This design comes from an exercise in tuning for small area, a short achievable clock period and few clock cycles on the open sky130 flow, not from production work.
The RTL was checked by simulation tests, not by an equivalence proof against the original design.
Power and IR drop assume default switching activity.

Setup of build 81:
## rtl433_demod
module rtl433_demod (
    input  wire        clk,
    input  wire        rst,
    input  wire        cmd_valid,
    output wire        cmd_ready,
    input  wire [31:0] cmd_word,
    input  wire [31:0] cmd_arg0,
    input  wire [31:0] cmd_arg1,
    input  wire [31:0] cmd_arg2,
    input  wire        pair_valid,
    output wire        pair_ready,
    input  wire [31:0] pair_pulse,
    input  wire [31:0] pair_gap,
    input  wire [2:0]  cfg_mode,
    input  wire [31:0] cfg_short_w,
    input  wire [31:0] cfg_long_w,
    input  wire [31:0] cfg_gap_limit,
    input  wire [31:0] cfg_reset_limit,
    input  wire [31:0] cfg_sync_w,
    input  wire [31:0] cfg_tol,
    output reg         rsp_valid,
    output reg  [31:0] rsp_result,
    output reg  [2:0]  rsp_code
);
Size: about 1,200 flip-flops, ~430 I/O pins.
clock: 16.0 ns
lec_check: 0
cap_margin: 35
core_margin: 2
core_utilization: 40
place_density: 0.5
slew_margin: 35
tns_end_percent: 10
standard.sh (not shown) runs the stock make flow with config.mk's settings and CLKGATE_MAP_FILE= SYNTH_SCRIPT=/design/flow/synth_recipe.tcl, a recipe that flattens the netlist after the stock synthesis.
==> flow/flow/run.sh <==
#!/bin/bash
set -e
export SETUP_SLACK_MARGIN=9.5
bash standard.sh > standard.log 2>&1
Build 81 finished all stages; the layout is clean.
Testbench counts of build 81, summed over its fixed seeds: cycles 37,611.
What build 19 does differently from build 81 at the input level:
- TNS_END_PERCENT removed (was 10)
==> flow/run.sh (new file) <==
#!/bin/bash
# synth_recipe.tcl (not shown) runs the flow's synth.tcl, then flattens the netlist and writes it again
# the make line also repeats each setting of config.mk as NAME=value (left out here)
make -C /OpenROAD-flow-scripts/flow DESIGN_CONFIG=/design/flow/config.mk WORK_HOME=/design/flow/orfs CLKGATE_MAP_FILE= SYNTH_SCRIPT=/design/flow/synth_recipe.tcl finish
removed: flow/flow/run.sh
removed: flow/standard.sh
## What came out
In build 19 relative to build 81, total routed wirelength had gone up slightly.
The lower clock-buffer cell count came out of build 81.
Against build 81, build 19 comes in 1.55 ns lower on least setup slack across all paths after layout.
Build 19 | status: complete | timing, DRC, antenna: pass
diff inputs: build 19 => build 18
- putting CTS_BUF_LIST at sky130_fd_sc_hd__clkbuf_8 sky130_fd_sc_hd__clkbuf_4 where nothing was set
==> flow/flow/run.sh (new file) <==
#!/bin/bash
set -e
export SETUP_SLACK_MARGIN=9.5
bash standard.sh > standard.log 2>&1
==> flow/standard.sh (new file) <==
#!/bin/bash
# synth_recipe.tcl (not shown) runs the flow's synth.tcl, then flattens the netlist and writes it again
# the make line also repeats each setting of config.mk as NAME=value (left out here)
make -C /OpenROAD-flow-scripts/flow DESIGN_CONFIG=/design/flow/config.mk WORK_HOME=/design/flow/orfs CLKGATE_MAP_FILE= SYNTH_SCRIPT=/design/flow/synth_recipe.tcl "${@:-finish}"
removed: flow/run.sh
Notes after the runs:
- Re clock-buffer cell count: build 18 is 64% up on build 19.
- Fraction of area in multi-input gates delta for build 18 relative to build 19: 0.21 points lower
- In the tables for build 18 and build 19, data required time at the worst endpoint reads higher with build 18.
- [compare] base=build 19 new=build 18: highest ir drop seen on vdd decreased 0.020 mV; final-report hold violation count essentially unchanged.

---

## old
rtl433_demod again, from the RTL that the note above started with.
==> flow/design.v (excerpt) <==
module rtl433_demod (
    input  wire        clk,
    input  wire        rst,
    input  wire        cmd_valid,
    output wire        cmd_ready,
    input  wire [31:0] cmd_word,
    input  wire [31:0] cmd_arg0,
    input  wire [31:0] cmd_arg1,
    input  wire [31:0] cmd_arg2,
    input  wire        pair_valid,
    output wire        pair_ready,
    input  wire [31:0] pair_pulse,
    input  wire [31:0] pair_gap,
    input  wire [2:0]  cfg_mode,
    input  wire [31:0] cfg_short_w,
    input  wire [31:0] cfg_long_w,
    input  wire [31:0] cfg_gap_limit,
    input  wire [31:0] cfg_reset_limit,
    input  wire [31:0] cfg_sync_w,
    input  wire [31:0] cfg_tol,
    output reg         rsp_valid,
    output reg  [31:0] rsp_result,
    output reg  [2:0]  rsp_code
);
==> flow/config.mk <==
export PLATFORM = sky130hd
export DESIGN_NAME = rtl433_demod
export DESIGN_NICKNAME = rtl433_demod
export VERILOG_FILES = /design/flow/design.v
export SDC_FILE = /design/flow/constraint.sdc
export NUM_CORES = 4
export LEC_CHECK = 0
export CAP_MARGIN = 35
export CORE_MARGIN = 2
export CORE_UTILIZATION = 40
export PLACE_DENSITY = 0.5
export SLEW_MARGIN = 35
==> flow/constraint.sdc <==
create_clock -name core_clock -period 16.0 [get_ports {clk}]
set_input_delay 3.2000 -clock core_clock [delete_from_list [all_inputs] [get_ports {clk}]]
set_output_delay 3.2000 -clock core_clock [all_outputs]
set_load 0.01 [all_outputs]
==> flow/flow/run.sh <==
#!/bin/bash
set -e
export SETUP_SLACK_MARGIN=9.5
bash standard.sh > standard.log 2>&1
old: all stages complete, timing, DRC and antenna checks passed
Testbench counts of old, summed over its fixed seeds: cycles 37,611.
diff inputs: old => new
Settings: changing PLACE_DENSITY from 0.5 to 0.6; changing CORE_UTILIZATION from 40 to 45.
[summary]
In the reports for old and new, the smaller combined buffer and inverter count along the critical path belongs to old. new does better than old on HPWL reported at the end of detailed placement. For the largest fanout on the critical path, new came in 2 higher than old did. new vs old — via density per instance rose 3.8%. new vs. old: worst setup slack after layout saw a decrease, total placed cells including tap cells saw a decrease, final weighted congestion in routability-driven placement saw an increase. Compared with old, new shows a final area that is 0.87% lower. The buffers inserted during post-CTS setup optimization number comes out higher for old vs new. Of new and old, it is new that has the lower post-detailed-placement cell area.

==> static timing again, ports no longer ideal <==
The flow's constraints put no driver on any port. The routed layouts listed below were extracted and timed again, unchanged, in two steps.
Step 1 sets driving cells, clkbuf_16 on the clock port and buf_2 on the other inputs (assumed; they add their load-dependent delay and slew).
Step 2 adds t to the input delays and takes it off the output delays; t is the mean of the earliest and latest rising clock arrival at the registers after step 1. Input paths then give back, and output paths get back, about the clock's delay inside the block.
a / b / c = ideal / step 1 / step 2; a / b = the first two.
run	shift t [ns]	setup slack, ns	hold slack, ns	worst setup path at the end	slew at the worst register clock pin (ns)
build 81	0.946	9.300 / 9.300 / 8.496	0.423 / 0.423 / 0.423	input to register	0.08 / 0.08
build 19	0.947	7.748 / 7.748 / 7.501	0.402 / 0.402 / 0.402	input to register	0.07 / 0.07
build 18	1.144	9.267 / 9.267 / 8.521	0.410 / 0.410 / 0.410	input to register	0.07 / 0.07
old	0.950	9.386 / 9.386 / 8.678	0.411 / 0.411 / 0.411	input to register	0.07 / 0.07
new	0.930	9.280 / 9.280 / 8.675	0.406 / 0.406 / 0.406	input to register	0.07 / 0.07
After both steps every run listed still meets setup and hold. For build 81, which loses most, drivers alone change the setup slack by 0.000 ns; drivers and shift together by -0.804 ns.
